This is an optimization exercise on Yosys and OpenROAD, whose aim is small area, not a production implementation. At most, simulation tests tie the RTL to the original design; equivalence was not proved. No functional check of the RTL was part of run 3. Power figures rest on the tool's default switching activity, not on a simulated workload.

==> flow/design.v <==
module vm16_core (
    input  wire        clk,
    input  wire        rst,
    output reg         mem_valid,
    output reg         mem_we,
    output wire [14:0] mem_addr,
    output wire [15:0] mem_wdata,
    input  wire [15:0] mem_rdata,
    input  wire        mem_ready,
    output reg         out_valid,
    output wire [7:0]  out_byte,
    output reg         retire_valid,
    output wire [14:0] retire_pc,
    output wire        retire_we,
    output wire [2:0]  retire_rd,
    output wire [15:0] retire_wdata,
    output wire        halted,
    output wire        faulted
);
    localparam S_BOOT  = 4'd0;
    localparam S_FW    = 4'd1;
    localparam S_R     = 4'd2;
    localparam S_MW    = 4'd3;
    localparam S_W     = 4'd4;
    localparam S_X     = 4'd5;
    localparam S_WR    = 4'd6;
    localparam S_Y     = 4'd7;
    localparam S_S1    = 4'd8;
    localparam S_PRE   = 4'd9;
    localparam S_ST    = 4'd10;
    localparam S_N     = 4'd11;
    localparam S_FAULT = 4'd12;
    reg  [2:0]  ph;           
    reg  [3:0]  st;
    reg         pend;         
    reg  [15:0] T;
    reg  [15:0] IR;
    reg  [14:0] P;
    reg  [2:0]  RS;           
    reg         wr;           
    reg         iri;          
    reg         c;            
    reg         f1;           
    reg  [2:0]  n;            
    reg         odd;          
    reg         sdir;         
    reg         wen;
    reg  [1:0]  wd;
    wire [1:0]  head [0:7];
    assign head[0] = 2'b00;
    genvar g;
    generate
        for (g = 1; g < 8; g = g + 1) begin : x
            reg [15:0] q;
            wire we = wen && (RS == g);
            always @(posedge clk)
                q <= {(we ? wd : q[1:0]), q[15:2]};
            assign head[g] = q[1:0];
        end
    endgenerate
    wire [2:0] op  = IR[2:0];
    wire [2:0] alt = IR[11:9];
    wire       last = (ph == 3'd7);
    wire       first = (ph == 3'd0);
    wire [1:0] A = head[IR[8:6]];
    wire [2:0] sb = (st == S_R && op == 3'd7) ? IR[15:13] : RS;
    wire [1:0] B = head[sb];
    reg [1:0] im7l, imul;
    always @(*) begin
        case (ph)
            3'd0:    im7l = IR[10:9];
            3'd1:    im7l = IR[12:11];
            3'd2:    im7l = IR[14:13];
            default: im7l = {2{IR[15]}};
        endcase
        case (ph)
            3'd3:    imul = IR[7:6];
            3'd4:    imul = IR[9:8];
            3'd5:    imul = IR[11:10];
            3'd6:    imul = IR[13:12];
            3'd7:    imul = IR[15:14];
            default: imul = 2'b00;
        endcase
    end
    wire [1:0] PL = last ? {1'b0, P[14]} : P[1:0];
    wire       pmax = &P;
    reg  [1:0] xa, xb;
    reg        cinit;
    wire       ci = first ? cinit : c;
    wire [2:0] s = {1'b0, xa} + {1'b0, xb} + {2'b00, ci};
    reg  [1:0] tin, pin, iin, res;
    reg        pen, ish, ild;
    reg  [3:0] nst;
    reg        npend;
    reg        c_n, f1_n;
    always @(*) begin
        xa = 2'b00; xb = 2'b00; cinit = 1'b0;
        wen = 1'b0; wd = s[1:0];
        tin = T[1:0];
        pen = 1'b0; pin = PL;
        ish = 1'b0; iin = 2'b00; ild = 1'b0;
        mem_valid = 1'b0; mem_we = 1'b0; out_valid = 1'b0;
        retire_valid = 1'b0;
        nst = st; npend = pend;
        c_n = s[2]; f1_n = f1;
        res = 2'b00;
        if (pend) begin
            if (last) npend = 1'b0;
        end else begin
            case (st)
                S_BOOT: begin
                    pen = 1'b1;
                    pin = {1'b0, ph == 3'd2};        
                    if (last) nst = S_FW;
                end
                S_FW: begin
                    mem_valid = (P != 15'd0);
                    if (mem_valid && mem_ready) begin
                        ild = 1'b1;
                        nst = S_R;
                        npend = !last;
                    end
                end
                S_R: begin
                    case (op)
                        3'd0: begin                  
                            xb = imul;
                            wen = 1'b1; tin = s[1:0];
                        end
                        3'd1: begin                  
                            xa = pmax ? 2'b00 : PL; xb = imul; cinit = !pmax;
                            pen = 1'b1;
                            wen = 1'b1; tin = s[1:0];
                        end
                        3'd2: begin                  
                            xa = pmax ? 2'b00 : PL; xb = {1'b0, first & !pmax};
                            cinit = 1'b1;
                            pen = 1'b1;
                            wen = 1'b1; tin = s[1:0];
                        end
                        3'd3: begin                  
                            f1_n = (first | f1) & (A == B);
                        end
                        3'd4, 3'd5: begin            
                            xa = A; xb = im7l;
                            pen = 1'b1; pin = s[1:0];
                            tin = PL;
                            f1_n = (first | f1) & (s[1:0] == {1'b0, first});
                        end
                        3'd6: begin                  
                            xa = A; xb = im7l;
                            wen = 1'b1; tin = s[1:0];
                        end
                        default: begin               
                            xa = A;
                            case (alt)
                                3'd0: begin
                                    xb = B;
                                    wen = 1'b1; tin = s[1:0];
                                end
                                3'd1: begin
                                    xb = ~B; cinit = 1'b1;
                                    wen = 1'b1; tin = s[1:0];
                                end
                                3'd2, 3'd3: begin    
                                    tin = A;
                                    f1_n = (ph[2] | ph[1]) & (f1 | B[0] | B[1]);
                                end
                                3'd4: begin
                                    wd = ~(A & B);
                                    wen = 1'b1; tin = wd;
                                end
                                3'd5: begin
                                    wd = A & B;
                                    wen = 1'b1; tin = wd;
                                end
                                3'd6: begin
                                    wd = A | B;
                                    wen = 1'b1; tin = wd;
                                end
                                default: begin       
                                    xb = ~B; cinit = 1'b1;
                                    wd = 2'b00;
                                    wen = 1'b1; tin = 2'b00;
                                end
                            endcase
                        end
                    endcase
                    if (last) begin
                        if (op == 3'd4 || op == 3'd5) begin
                            if (s[1])           nst = S_FAULT;
                            else if (op[0])     nst = S_X;
                            else                nst = S_MW;
                        end else if (op == 3'd7 && alt[2:1] == 2'b01)
                            nst = S_S1;
                        else
                            nst = S_N;
                    end
                end
                S_MW: begin
                    mem_valid = 1'b1;
                    if (mem_ready) begin
                        ild = 1'b1;
                        nst = S_W;
                        npend = !last;
                    end
                end
                S_W: begin                           
                    wd = IR[1:0];
                    wen = 1'b1; tin = IR[1:0];
                    ish = 1'b1;
                    pen = 1'b1; pin = T[1:0];
                    if (last) nst = S_N;
                end
                S_X: begin                           
                    ish = 1'b1; iin = B;
                    c_n = (!first & c) | B[0] | B[1];
                    if (last) nst = S_WR;
                end
                S_WR: begin
                    if (f1) begin
                        out_valid = c;
                        nst = S_Y;
                        npend = !last;
                    end else begin
                        mem_valid = 1'b1;
                        mem_we = 1'b1;
                        if (mem_ready) begin
                            nst = S_Y;
                            npend = !last;
                        end
                    end
                end
                S_Y: begin                           
                    pen = 1'b1; pin = T[1:0];
                    if (last) nst = S_N;
                end
                S_S1: begin                          
                    ish = 1'b1; iin = T[1:0];
                    c_n = 1'b0;
                    if (last) nst = sdir ? S_PRE : S_ST;
                end
                S_PRE: begin                         
                    ish = (ph < n);
                    if (last) nst = S_ST;
                end
                S_ST: begin
                    if (sdir) begin
                        ish = 1'b1;
                        res = odd ? IR[2:1] : IR[1:0];
                    end else if (ph < n) begin
                        c_n = 1'b0;
                    end else begin
                        ish = 1'b1;
                        res = odd ? {IR[0], c} : IR[1:0];
                        c_n = IR[1];
                    end
                    if (f1) res = 2'b00;
                    wd = res;
                    wen = 1'b1; tin = res;
                    if (last) nst = S_N;
                end
                S_N: begin
                    retire_valid = first;
                    if (iri && op == 3'd2) begin     
                        xa = A; xb = im7l;
                    end else begin
                        xa = PL; cinit = 1'b1;
                        if (iri && op == 3'd3 && f1) xb = im7l;
                    end
                    pen = 1'b1; pin = s[1:0];
                    if (first && iri && op == 3'd7 && alt == 3'd7) begin
                        wen = 1'b1; wd = {1'b0, ~c};
                    end
                    if (last) nst = S_FW;
                end
                default: ;                           
            endcase
        end
    end
    always @(posedge clk) begin
        ph <= rst ? 3'd0 : ph + 3'd1;
        if (rst) begin
            st   <= S_BOOT;
            pend <= 1'b0;
        end else begin
            st   <= nst;
            pend <= npend;
        end
        T <= {tin, T[15:2]};
        if (pen) begin
            if (last) P[14] <= pin[0];
            else      P[13:0] <= {pin, P[13:2]};
        end
        if (ild)      IR <= mem_rdata;
        else if (ish) IR <= {iin, IR[15:2]};
        c  <= c_n;
        f1 <= f1_n;
        if (ild && st == S_FW) begin
            RS  <= mem_rdata[5:3];
            wr  <= (mem_rdata[2:0] != 3'd3) && (mem_rdata[2:0] != 3'd5);
            iri <= 1'b1;
        end else if (ild || st == S_X || st == S_S1)
            iri <= 1'b0;
        if (st == S_R && !pend) begin
            if (first) begin
                odd  <= B[0];
                n[0] <= B[1];
                sdir <= alt[0];
            end
            if (ph == 3'd1) n[2:1] <= B;
        end
    end
    assign mem_addr     = P;
    assign retire_pc    = P;
    assign mem_wdata    = IR;
    assign out_byte     = IR[7:0];
    assign retire_rd    = RS;
    assign retire_we    = wr && (RS != 3'd0);
    assign retire_wdata = {T[15:1], T[0] | (iri && op == 3'd7 && alt == 3'd7 && !c)};
    assign halted       = (st == S_FW) && !pend && (P == 15'd0);
    assign faulted      = (st == S_FAULT);
endmodule
==> flow/run.sh <==
#!/bin/bash
# synth_recipe.tcl (not shown) runs the flow's synth.tcl, then flattens the netlist and writes it again
# the make line also repeats each setting of config.mk as NAME=value (left out here)
make -C /OpenROAD-flow-scripts/flow DESIGN_CONFIG=/design/flow/config.mk WORK_HOME=/design/flow/orfs CLKGATE_MAP_FILE= SYNTH_SCRIPT=/design/flow/synth_recipe.tcl finish
==> flow/config.mk <==
export PLATFORM = sky130hd
export DESIGN_NAME = vm16_core
export DESIGN_NICKNAME = vm16_core
export VERILOG_FILES = /design/flow/design.v
export SDC_FILE = /design/flow/constraint.sdc
export NUM_CORES = 4
export LEC_CHECK = 0
export CAP_MARGIN = 20
export CORE_MARGIN = 2
export CORE_UTILIZATION = 60
export CTS_BUF_LIST = sky130_fd_sc_hd__clkbuf_8
export SLEW_MARGIN = 20
==> flow/constraint.sdc <==
create_clock -name core_clock -period 10.0 [get_ports {clk}]
set_input_delay 2.0000 -clock core_clock [delete_from_list [all_inputs] [get_ports {clk}]]
set_output_delay 2.0000 -clock core_clock [all_outputs]
set_load 0.01 [all_outputs]
==> results of run 1 <==
cells in the final DEF, fill, tap and decap left out, drive strengths merged, types with 5 or more instances in the layout:
| master | synthesis | layout |
|---|---|---|
| a211oi | 10 | 10 |
| a21oi | 23 | 23 |
| a22o | 5 | 5 |
| a22oi | 8 | 8 |
| a31oi | 7 | 7 |
| and3 | 5 | 5 |
| clkbuf | 25 | 17 |
| clkdlybuf4s50 | 0 | 98 |
| clkinv | 1 | 8 |
| dfxtp | 138 | 138 |
| edfxtp | 41 | 41 |
| ha | 14 | 14 |
| inv | 25 | 33 |
| mux2 | 29 | 29 |
| mux2i | 8 | 8 |
| nand2 | 38 | 38 |
| nand2b | 20 | 20 |
| nand3 | 15 | 15 |
| nand3b | 11 | 11 |
| nand4 | 6 | 6 |
| nor2 | 36 | 36 |
| nor2b | 16 | 16 |
| nor3 | 20 | 20 |
| nor3b | 5 | 5 |
| nor4 | 8 | 8 |
| o21ai | 34 | 34 |
| o22ai | 5 | 5 |
cells in the mapped netlist, types with 8 or more instances:
master / instances
nand3b_1: 11
ha_1: 14
buf_4: 38
nand2_1: 37
nand3_1: 15
edfxtp_1: 41
nor2_1: 35
dfxtp_1: 138
mux2_2: 28
nor2b_1: 16
inv_1: 25
a21oi_1: 23
mux2i_1: 8
nor3_1: 20
a211oi_1: 10
nand2b_1: 20
clkbuf_1: 25
o21ai_0: 34
a22oi_1: 8
kinds of logic after synthesis:
| group | after synthesis | share of synthesized area |
|---|---|---|
| adders and majority gates | 16 | 0.02904 |
| muxes | 38 | 0.05843 |
| and+or+nand+nor | 196 | 0.1464 |
| DFF | 179 | 0.5390 |
| AOI/OAI and AO/OA | 155 | 0.1493 |
| xor gates and xnor gates | 2 | 0.002364 |
| buffers and inverters | 103 | 0.07548 |
power by group through the flow:
stage | sequential (mW) | clock, mW | combinational (mW)
floorplan | 0.898 | 0 | 0.260
global placement | 0.924 | 0 | 0.396
detailed placement | 0.929 | 0 | 0.400
CTS | 0.913 | 0.525 | 0.402
global route | 0.925 | 0.551 | 0.433
finish | 0.914 | 0.518 | 0.407
final cells by class:
| cell class | instances | area, um^2 |
|---|---|---|
| Multi-Input combinational cell | 407 | 2872 |
| Tap cell | 147 | 183.9 |
| Timing Repair Buffer | 101 | 1003 |
| Clock buffer | 17 | 234.0 |
| Inverter | 26 | 98.84 |
| Fill cell | 836 | 3432 |
| Clock inverter | 15 | 193.9 |
| Sequential cell | 179 | 3994 |
critical path, stage by stage, from the launching register on:
cell and delay [ns]:
dfxtp_1 0.83, nor2b_1 0.47, nand3_1 0.21, nor3_1 0.36, clkdlybuf4s50_1 0.60
worst min-delay path by stage:
| stage | end | start | slack, ns | cells past startpoint |
|---|---|---|---|---|
| after floorplan | x[1].q[0]$_DFF_P_ | x[1].q[2]$_DFF_P_ | 0.31 | 0 |
| after global placement | x[5].q[7]$_DFF_P_ | x[5].q[9]$_DFF_P_ | 0.31 | 0 |
| after detailed placement | x[7].q[10]$_DFF_P_ | x[7].q[12]$_DFF_P_ | 0.31 | 0 |
| after CTS | x[2].q[13]$_DFF_P_ | x[2].q[15]$_DFF_P_ | 0.33 | 0 |
| after global routing | x[4].q[11]$_DFF_P_ | x[4].q[13]$_DFF_P_ | 0.33 | 0 |
| final | x[2].q[13]$_DFF_P_ | x[2].q[15]$_DFF_P_ | 0.33 | 0 |
routing by layer:
| metal | part of all wire | wire (um) | vias up |
|---|---|---|---|
| met5 | 0 | 0 | - |
| met4 | 0.041 | 847 | 0 |
| met3 | 0.079 | 1631 | 75 |
| met2 | 0.50 | 10300 | 349 |
| met1 | 0.38 | 7864 | 2778 |
| li1 | - | - | 2553 |
flip-flops by register name (all words and copies together), names as in the netlist:
| signal | cells |
|---|---|
| x.q | 112 |
| n | 3 |
| P | 15 |
| st | 4 |
| IR | 16 |
| ph | 3 |
| sdir | 1 |
| f1 | 1 |
| T | 16 |
| RS | 3 |
| pend | 1 |
| iri | 1 |
| wr | 1 |
| c | 1 |
| odd | 1 |
metrics by stage:
step / area (um^2) / setup WS [ns] / power [mW]
after global routing: 8579 / 4.913 / 1.909
after CTS: 8563 / 5.112 / 1.840
after detailed placement: 8135 / 5.429 / 1.329
final: 8579 / 5.060 / 1.839
after floorplan: 7410 / 6.149 / 1.158
after global placement: 8135 / 5.545 / 1.320
==> results.ini, run 1 <==
[die]
die_y_um=115.1
dieArea_um2=13250
fp.dieW_um=115.1
rows=40
io_pins=99
initial_core_util=0.6169
fp.coreArea_um2=12010

[pwr]
ir_drop_mv=0.1920
sw_frac_of_total=0.3285
internal_power_mw=1.235
clkPwrFrac=0.282
seq_power_share=0.497
p_leak_nw=3.201
netSwitchingPower_uw=604.3
comb_power_share=0.222
powerDensity_nw_per_um2=214.4

[synthesis]
synth_seq_cells=179
async_reset_ff_frac=0
synth_top_area_share=0.3728
synth_flop_cell=dfxtp_1
synth_area_um2=7410
ys_types=83
synth_fp_nets=724
synth_edf_count=41
synth_warnings=1
syn_inst=689
synth.largest_area_cell=dfxtp_1
synth_area_leaders=dfxtp_1, edfxtp_1, mux2_2, buf_4, ha_1
seq_area_frac_synth=0.5390
syn_area_per_cell_um2=10.75

[hold_path]
hp-class=flip-flop to flip-flop

[critical_path]
r2r-end=x[5].q[15]$_DFF_P_
critPathArrivalTime_ns=2.94
reg2reg_from=st[1]$_SDFFE_PP0P_
rrSetupSlack_ns=5.28
cp-start-kind=flip-flop
path_class=flip-flop to output port
crit_fanout=21
worstSetupEndpoint=retire_valid
cp-startpoint=st[3]$_SDFFE_PP0P_
reg2reg_depth=14
required_ns=8.00
endpoint_kind=output port

[clocking]
cts_hold_buf=0
clkTransAtPathRegs_ns=0.11
cts_max_path_buffers=2
post_cts_buffers=0
htree_levels=4
cts_resized=0
cts_inserted_buffers=17
clock_latency_ns=0.48
clkSinkCount=179
cts_tree=done
cts-root-buf=clkbuf_8

[global_routing]
grt_use_total=0.3234
antenna_found_initial=0
overflow=0
grtUsageMet2=0.5463
grt_pass1_wl_um=31870
met1_usage=0.3864
use_met3=0.08171
grt.busiest_layer=met2
grt_pass1_vias=5585
grt_max_degree=30

[detailed_routing]
post-route-drc-count=0
drt_iter0_drc=627
ant_nets=0
via_per_inst=6.452
routedWlPerCell_um=23.14
dr.pass1.iters=16
vias=5755
drt-total-wl_um=20640

[cells_and_area]
final_util=0.7143
diodes=0
syn_to_final_growth_pct=15.79
drive_above_1_share=0.1060
fin_cells=892
nNetsFinal=767

[sta]
slew_viol_final=0
fmax_mhz=202.4
setup_violations=0
whs_ns=0.3313
final_hold_viol_count=0
fin_crit_ns=4.940
finClkSkew_ns=0.01411
rsz0062_at_grt=no
tightest_slew_ns=0.9696
max-slew-margin-rel=0.3536
setup_tns_ns=0
period_share=0.4940

[place]
hpwl_um=14450
gp_congestion=0.9899
dp_cells=859
portBuffers=98

[status]
status=no timing/DRC/antenna violations

[run]
drv_cap=0

==> inputs of run 2 (changes only) <==
--- a/flow/config.mk
+++ b/flow/config.mk
@@ -7,6 +7,5 @@
 export LEC_CHECK = 0
 export CAP_MARGIN = 20
 export CORE_MARGIN = 2
-export CORE_UTILIZATION = 60
-export CTS_BUF_LIST = sky130_fd_sc_hd__clkbuf_8
+export CORE_UTILIZATION = 40
 export SLEW_MARGIN = 20
==> run 2 against run 1 <==
Against the previous run: count of clock-buffer cells in the layout up 1; synthesized cell count unchanged; first-iteration DRC count down 34%; critical path depth up 11; critical endpoint is now T[15]$_DFF_P_; highest routed layer unchanged.
==> results.ini, run 2 <==
[cells_and_area]
largest_reg_flops=112
drive_above_1_share=0.1086
diodes=0
reg_top3=x.q: 112 flops, IR: 16 flops, T: 16 flops
syn_to_final_growth_pct=19.82
nNetsFinal=768
layout_commonest_cell=dfxtp_1
layout_common_cells=dfxtp_1, clkdlybuf4s50_1, edfxtp_1
largest-register=x.q

[synthesis]
ys_types=83
seq_area_frac_synth=0.5390
ys_top_cells_by_count=dfxtp_1, edfxtp_1, buf_4
synth_flop_cell=dfxtp_1
synth_edf_count=41
synth_seq_cells=179
synth_top_area_share=0.3728
synth_warnings=1
syn_inst=689
async_reset_ff_frac=0
synth.largest_area_cell=dfxtp_1
synth_area_um2=7410
synth_area_leaders=dfxtp_1, edfxtp_1, mux2_2, buf_4, ha_1
syn_area_per_cell_um2=10.75
synth_fp_nets=724
synth.most_common_cell=dfxtp_1

[critical_path]
path_buf_inv=2
critPathSlowestCell=nor4b_4
slowest_delay_ns=0.99
rrSetupSlack_ns=4.60
crit_fanout=29
cp-start-kind=flip-flop
crit_chain=nor4b_4 > nand2_2 > a311oi_1 > o22a_1 > clkinv_2 > mux2i_1 > a21boi_1 > fa_1 > inv_1 > fa_1 > a22o_1 > a22oi_1 > and3_1 > a211o_1 > a31oi_1
critPathArrivalTime_ns=5.69
cp_common_cell=fa_1
endpoint_kind=flip-flop
path_class=flip-flop to flip-flop
required_ns=10.29
crit_family=compound AO/OA/AOI/OAI gates

[clocking]
post_cts_buffers=0
htree_levels=4
cts_tree=done
cts-root-buf=clkbuf_16
clkSinkCount=179
clkTransAtPathRegs_ns=0.08
clock_latency_ns=0.44
cts_max_path_buffers=2
cts_hold_buf=0
cts_resized=0
cts_inserted_buffers=17

[global_routing]
overflow=0
antenna_found_initial=0
grt_pass1_wl_um=32860
grt_pass1_vias=5456
grt_use_total=0.2225
grt_max_degree=30

[detailed_routing]
ant_nets=0
via_per_inst=5.732
post-route-drc-count=0
drt_iter0_drc=413
dr.pass1.iters=25
drt-total-wl_um=21650
routedWlPerCell_um=22.21
vias=5589

[hold_path]
hp-class=flip-flop to flip-flop

[die]
initial_core_util=0.4097
dieArea_um2=19630
fp.coreArea_um2=18090
fp.dieW_um=140.1
die_y_um=140.1
rows=49
io_pins=99

[status]
status=no timing/DRC/antenna violations

[pwr]
power_mw=2.004
powerDensity_nw_per_um2=225.7
ir_drop_mv=0.1375
p_leak_nw=3.295

[place]
gp_congestion=0.9379
pre_cts_ws_ns=4.675
hpwl_um=15730
portBuffers=98

[sta]
rsz0062_at_grt=no
finClkSkew_ns=0.01537
final_hold_viol_count=0
tightest_slew_ns=1.054
max-slew-margin-rel=0.2945
fmax_mhz=185.2
fin_ws_ns=4.601
setup_tns_ns=0
period_share=0.5399
whs_ns=0.3272
slew_viol_final=0
setup_violations=0
fin_crit_ns=5.399

[run]
drv_cap=0

==> run 2: cell types whose count changed in the layout (fill, tap and decap cells not counted), moves of 2 or more <==
cell       before  now
inv_12          4    2
clkbuf_8       17    1
clkbuf_16       0   17
clkinv_4        4    1
inv_6           0    4
==> run 2: metrics by stage <==
stage | cell area [um^2] | utilization | std cells
2_1_floorplan | 7410 | - | 689
3_3_place_gp | 8253 | 0.4563 | 943
3_5_place_dp | 8262 | 0.4568 | 943
4_1_cts | 8876 | 0.4908 | 975
5_1_grt | 8879 | 0.4909 | 975
6_report | 8879 | 0.4909 | 975
==> run 2: worst reg2reg max path: cells and delay by family (launching register included) <==
kind / cells / cell delay [ns]
fa+ha+maj: 2 / 0.96
mux: 1 / 0.17
flops: 1 / 0.96
compound gates: 7 / 1.51
simple gates: 3 / 1.42
buf+inv: 2 / 0.23
==> run 2: final timing paths <==
check | startpoint | end | depth (start not counted)
setup / recovery | st[1]$_SDFFE_PP0P_ | T[15]$_DFF_P_ | 15
hold / removal | x[3].q[9]$_DFF_P_ | x[3].q[7]$_DFF_P_ | 0
setup reg to reg | st[1]$_SDFFE_PP0P_ | T[15]$_DFF_P_ | 15
hold reg to reg | x[3].q[9]$_DFF_P_ | x[3].q[7]$_DFF_P_ | 0
==> run 2: kinds of logic after synthesis <==
| kind of cell | synth area share |
|---|---|
| buffers and inverters | 0.07548 |
| and+or+nand+nor | 0.1464 |
| muxes | 0.05843 |
| DFF | 0.5390 |
| xor gates and xnor gates | 0.002364 |
| adders and majority gates | 0.02904 |
| AOI/OAI and AO/OA | 0.1493 |
==> run 2: final cells by class <==
class	instances	area, um^2
inverters	26	98.84
multi-input cells	407	2874
fillers	1636	9208
well taps	229	286.5
clock buffers	18	439.2
clock inverters	14	175.2
repair buffers	102	1011
flip-flops and latches	179	3994
==> run 2: where the power goes <==
part           total [mW]  switching (mW)  internal (mW)
Clock               0.677           0.328          0.349
Combinational       0.414           0.200          0.214
Sequential          0.914          0.0913          0.822
Total                2.00           0.620           1.38
==> run 2: per-layer routing <==
layer | wire length [um] | track usage | vias up
li1 | - | - | 2554
met2 | 10410 | 0.3749 | 256
met4 | 882 | 0.1079 | 0
met3 | 1227 | 0.05402 | 59
met5 | 0 | 0 | -
met1 | 9128 | 0.2680 | 2720
==> inputs of run 3 (changes only) <==
--- a/flow/design.v
+++ b/flow/design.v
@@ -30,6 +30,7 @@
     localparam S_ST    = 4'd10;
     localparam S_N     = 4'd11;
     localparam S_FAULT = 4'd12;
+    localparam S_NP    = 4'd13;      
     reg  [2:0]  ph;           
     reg  [3:0]  st;
     reg         pend;         
@@ -37,8 +38,6 @@
     reg  [15:0] IR;
     reg  [14:0] P;
     reg  [2:0]  RS;           
-    reg         wr;           
-    reg         iri;          
     reg         c;            
     reg         f1;           
     reg  [2:0]  n;            
@@ -210,7 +209,7 @@
                     wen = 1'b1; tin = IR[1:0];
                     ish = 1'b1;
                     pen = 1'b1; pin = T[1:0];
-                    if (last) nst = S_N;
+                    if (last) nst = S_NP;
                 end
                 S_X: begin                           
                     ish = 1'b1; iin = B;
@@ -233,7 +232,7 @@
                 end
                 S_Y: begin                           
                     pen = 1'b1; pin = T[1:0];
-                    if (last) nst = S_N;
+                    if (last) nst = S_NP;
                 end
                 S_S1: begin                          
                     ish = 1'b1; iin = T[1:0];
@@ -258,22 +257,28 @@
                     if (f1) res = 2'b00;
                     wd = res;
                     wen = 1'b1; tin = res;
-                    if (last) nst = S_N;
+                    if (last) nst = S_NP;
                 end
                 S_N: begin
                     retire_valid = first;
-                    if (iri && op == 3'd2) begin     
+                    if (op == 3'd2) begin            
                         xa = A; xb = im7l;
                     end else begin
                         xa = PL; cinit = 1'b1;
-                        if (iri && op == 3'd3 && f1) xb = im7l;
+                        if (op == 3'd3 && f1) xb = im7l;
                     end
                     pen = 1'b1; pin = s[1:0];
-                    if (first && iri && op == 3'd7 && alt == 3'd7) begin
+                    if (first && op == 3'd7 && alt == 3'd7) begin
                         wen = 1'b1; wd = {1'b0, ~c};
                     end
                     if (last) nst = S_FW;
                 end
+                S_NP: begin
+                    retire_valid = first;
+                    xa = PL; cinit = 1'b1;
+                    pen = 1'b1; pin = s[1:0];
+                    if (last) nst = S_FW;
+                end
                 default: ;                           
             endcase
         end
@@ -296,12 +301,8 @@
         else if (ish) IR <= {iin, IR[15:2]};
         c  <= c_n;
         f1 <= f1_n;
-        if (ild && st == S_FW) begin
-            RS  <= mem_rdata[5:3];
-            wr  <= (mem_rdata[2:0] != 3'd3) && (mem_rdata[2:0] != 3'd5);
-            iri <= 1'b1;
-        end else if (ild || st == S_X || st == S_S1)
-            iri <= 1'b0;
+        if (ild && st == S_FW) RS <= mem_rdata[5:3];
+        else if (st == S_WR)   RS <= 3'd0;
         if (st == S_R && !pend) begin
             if (first) begin
                 odd  <= B[0];
@@ -316,8 +317,8 @@
     assign mem_wdata    = IR;
     assign out_byte     = IR[7:0];
     assign retire_rd    = RS;
-    assign retire_we    = wr && (RS != 3'd0);
-    assign retire_wdata = {T[15:1], T[0] | (iri && op == 3'd7 && alt == 3'd7 && !c)};
+    assign retire_we    = (RS != 3'd0) && !(st == S_N && op == 3'd3);
+    assign retire_wdata = {T[15:1], T[0] | (st == S_N && op == 3'd7 && alt == 3'd7 && !c)};
     assign halted       = (st == S_FW) && !pend && (P == 15'd0);
     assign faulted      = (st == S_FAULT);
 endmodule
==> flow/flow/run.sh (new file) <==
#!/bin/bash
# The standard layout (standard.sh) with three changes:
#  - synthesis maps the combinational logic with flow/abc_area.script
#    (flow/synth.tcl wraps synth_recipe.tcl; registers are unchanged);
#  - every port gets a buffer of the smallest buffer cell (buf_1);
#  - the clock tree is built from clkbuf_8 without dummy loads.
set -euo pipefail
export FLOW_WORK=$PWD
export FLOW_ABC_SCRIPT=$PWD/flow/abc_area.script
export BUFFER_PORTS_ARGS="-buffer_cell sky130_fd_sc_hd__buf_1"
export CTS_ARGS="-sink_clustering_enable -repair_clock_nets -buf_list sky130_fd_sc_hd__clkbuf_8 -dont_use_dummy_load"
sed "s#SYNTH_SCRIPT=[^ ]*#SYNTH_SCRIPT=$PWD/flow/synth.tcl#" standard.sh > flow_standard.sh
grep -q "SYNTH_SCRIPT=$PWD/flow/synth.tcl" flow_standard.sh
bash flow_standard.sh > flow.log 2>&1
==> flow/flow/abc_area.script (new file) <==
strash
balance
rewrite
refactor
balance
rewrite
rewrite -z
balance
refactor -z
rewrite -z
balance
dch -f
map -a
strash
dch -f
map -a
topo
==> flow/flow/synth.tcl (new file) <==
# The standard flow's synthesis script, with the ABC technology mapping of the
# combinational logic done by flow/abc_area.script instead of ORFS's script.
# Flip-flop mapping, register names, flattening and renaming are unchanged.
proc abc {args} {
  set i [lsearch $args -script]
  if {$i >= 0 && ![string match *retime* [lindex $args [expr {$i + 1}]]]} {
    set args [lreplace $args $i [expr {$i + 1}] -script $::env(FLOW_ABC_SCRIPT)]
  }
  yosys abc {*}$args
}
source $::env(FLOW_WORK)/synth_recipe.tcl
==> flow/standard.sh (new file) <==
#!/bin/bash
# synth_recipe.tcl (not shown) runs the flow's synth.tcl, then flattens the netlist and writes it again
# the make line also repeats each setting of config.mk as NAME=value (left out here)
make -C /OpenROAD-flow-scripts/flow DESIGN_CONFIG=/design/flow/config.mk WORK_HOME=/design/flow/orfs CLKGATE_MAP_FILE= SYNTH_SCRIPT=/design/flow/synth_recipe.tcl "${@:-finish}"
--- a/flow/config.mk
+++ b/flow/config.mk
@@ -5,7 +5,8 @@
 export SDC_FILE = /design/flow/constraint.sdc
 export NUM_CORES = 4
 export LEC_CHECK = 0
+export ABC_AREA = 1
 export CAP_MARGIN = 20
 export CORE_MARGIN = 2
-export CORE_UTILIZATION = 40
+export CORE_UTILIZATION = 60
 export SLEW_MARGIN = 20
removed: flow/run.sh
==> run 3 against run 2 <==
Against the previous run: register-to-register slack worse by 0.04 ns; clock skew up 0.013 ns; die area shrank 39%; flip-flop and latch count shrank 2; critical path depth increased by 7; largest cell class unchanged.
==> results.ini, run 3 <==
[clocking]
clock_latency_ns=0.46
cts_tree=done
cts_max_path_buffers=2
cts_resized=0
clkTransAtPathRegs_ns=0.08
post_cts_buffers=0
cts_inserted_buffers=17
cts-root-buf=clkbuf_8
clkSinkCount=177
htree_levels=4
cts_hold_buf=0

[synthesis]
ys_top_cells_by_count=dfxtp_1, nor2_1, clkinv_1
ys_types=34
synth_top_area_share=0.4128
synth_edf_count=40
synth_flop_cell=dfxtp_1
synth_warnings=1
synth_seq_cells=177
syn_area_per_cell_um2=9.615
synth_area_leaders=dfxtp_1, edfxtp_1, nor2_1, clkinv_1, buf_4
synth.largest_area_cell=dfxtp_1
async_reset_ff_frac=0
synth.most_common_cell=dfxtp_1
seq_area_frac_synth=0.5936
syn_inst=691
synth_fp_nets=726
synth_area_um2=6644

[die]
initial_core_util=0.6129
fp.coreArea_um2=10840
fp.dieW_um=109.2
dieArea_um2=11930
rows=38
io_pins=99
die_y_um=109.2

[cells_and_area]
fill_cells=877
largest-register=x.q
reg_top3=x.q: 112 flops, IR: 16 flops, T: 16 flops
layout_common_cells=dfxtp_1, buf_1, nor2_1
nNetsFinal=807
final_util=0.6616
diodes=0
largest_reg_flops=112
fin_cells=910
syn_to_final_growth_pct=7.947
layout_commonest_cell=dfxtp_1
drive_above_1_share=0.03636
final_cell_area_um2=7172

[critical_path]
critPathSlowestCell=edfxtp_1
crit_chain=clkinv_1 > nor3_1 > clkinv_1 > nor2_1 > nand2_1 > o21ai_0 > or2_2 > nor2_1 > a22oi_1 > nand2_1 > nor2_1 > clkinv_1 > o21ai_0 > o221a_2 > o21ai_0 > fa_1 > clkinv_1 > fa_1 > clkinv_1 > o21ai_0 > o311ai_0 > a31oi_1
path_class=flip-flop to flip-flop
required_ns=10.32
reg2reg_depth=22
cp-startpoint=IR[2]$_DFFE_PP_
cp.depth=22
path_buf_inv=5
reg2reg_from=IR[2]$_DFFE_PP_
cp-start-kind=flip-flop
cp_common_cell=clkinv_1
crit_fanout=8
endpoint_kind=flip-flop
critPathArrivalTime_ns=5.76
crit_family=compound AO/OA/AOI/OAI gates
slowest_delay_ns=0.51

[sta]
tightest_slew_ns=0.7748
rsz0062_at_grt=no
finClkSkew_ns=0.02877
final_hold_viol_count=0
slew_viol_final=0
fmax_mhz=183.8
setup_violations=0
max-slew-margin-rel=0.4818
setup_tns_ns=0
period_share=0.5441
fin_crit_ns=5.441

[place]
gp_congestion=0.9837
dpl_cell_area_um2=6927
hpwl_um=13520
dp_cells=893
portBuffers=98

[global_routing]
grt_pass1_wl_um=27710
grt_use_total=0.3206
grt_max_degree=29
antenna_found_initial=0
grt_pass1_vias=5007
overflow=0

[pwr]
comb_power_share=0.319
ir_drop_mv=0.1978
netSwitchingPower_uw=841.4
sw_frac_of_total=0.4043
seq_power_share=0.506
internal_power_mw=1.240
power_mw=2.081
p_leak_nw=2.585
clkPwrFrac=0.175
powerDensity_nw_per_um2=290.2

[hold_path]
hold_depth=0
hold_path.startpoint=x[4].q[6]$_DFF_P_
hp-class=flip-flop to flip-flop

[run]
drv_cap=0

[detailed_routing]
drt-total-wl_um=18250
via_per_inst=5.904
drt_iter0_drc=699
vias=5373
post-route-drc-count=0
ant_nets=0
routedWlPerCell_um=20.06
dr.pass1.iters=5

[status]
status=no timing/DRC/antenna violations

## run 3: layout make-up
class,instances,area (um^2),share of cell area
clock buffers,17,234.0,0.03262
inverters,85,319.1,0.04449
multi-input cells,391,2117,0.2952
flip-flops and latches,177,3944,0.5499
well taps,140,175.2,0.02442
repair buffers,100,382.9,0.05338
## run 3: path summary, 6_finish.rpt
check,slack [ns],end
worst max-delay path,4.56,T[15]$_DFF_P_
worst min-delay path,0.32,x[4].q[4]$_DFF_P_
worst max register to register,4.56,T[15]$_DFF_P_
worst min register to register,0.32,x[4].q[4]$_DFF_P_
## run 3: layer usage
metal / global-route usage / up-vias / share of wire
li1: - / 2501 / -
met2: 0.4956 / 315 / 0.45
met1: 0.4378 / 2511 / 0.43
met3: 0.07412 / 46 / 0.099
met5: 0 / - / 0
met4: 0.1266 / 0 / 0.024
## run 3: metrics by stage
stage | setup slack (ns) | hold WS [ns]
global route | 4.136 | 0.3252
global placement | 4.911 | 0.3097
floorplan | 5.605 | 0.3096
detailed placement | 4.716 | 0.3121
finish | 4.559 | 0.3182
CTS | 4.707 | 0.3179
## run 3: logic make-up (layout without fill, tap and decap cells)
kind of cell	Yosys count	after routing	synth area share
buf+inv	123	202	0.09096
flops	177	177	0.5936
mux	1	1	0.001507
fa+ha+maj	16	16	0.03239
simple gates	231	231	0.1493
compound gates	143	143	0.1322
## run 3: power groups by stage
stage	combinational, mW	clock, mW	sequential (mW)
2_1_floorplan	0.475	0	1.04
3_3_place_gp	0.644	0	1.05
3_5_place_dp	0.645	0	1.06
4_1_cts	0.651	0.368	1.05
5_1_grt	0.734	0.395	1.07
6_report	0.664	0.363	1.05
## run 3: worst reg2reg max path, cell delays in order, from the launching register on
cell,delay (ns)
edfxtp_1,0.51
clkinv_1,0.24
nor3_1,0.30
clkinv_1,0.18
nor2_1,0.26
nand2_1,0.08
o21ai_0,0.23
or2_2,0.22
nor2_1,0.05
a22oi_1,0.17
nand2_1,0.07
nor2_1,0.36
clkinv_1,0.28
o21ai_0,0.21
o221a_2,0.19
o21ai_0,0.11
fa_1,0.43
clkinv_1,0.07
fa_1,0.45
clkinv_1,0.16
o21ai_0,0.11
o311ai_0,0.46
a31oi_1,0.14

## static timing again, ports no longer ideal
In the flow no input, the clock included, has a driving cell. The finished layouts below were timed again as built, in two steps.
Step 1 sets driving cells, clkbuf_16 on the clock port and buf_2 on the other inputs (assumed; they add their load-dependent delay and slew).
Step 2, shift: input delay + t, output delay - t, t = (earliest + latest rising clock arrival at the registers) / 2. This alone moves slack from input paths to output paths.
a / b / c = ideal ports / drivers / drivers and shift; a / b = the first two.
run	t, ns	slack for setup (ns)	worst setup path at the end	clock arrival spread, ns	slew at the worst register clock pin (ns)
run 1	0.507	5.060 / 5.023 / 5.281	register to register	0.014 / 0.014	0.11 / 0.11
run 2	0.471	4.601 / 4.601 / 4.601	register to register	0.015 / 0.015	0.08 / 0.08
run 3	0.483	4.559 / 4.559 / 4.559	register to register	0.028 / 0.029	0.09 / 0.09
After both steps every run listed still meets setup and hold.
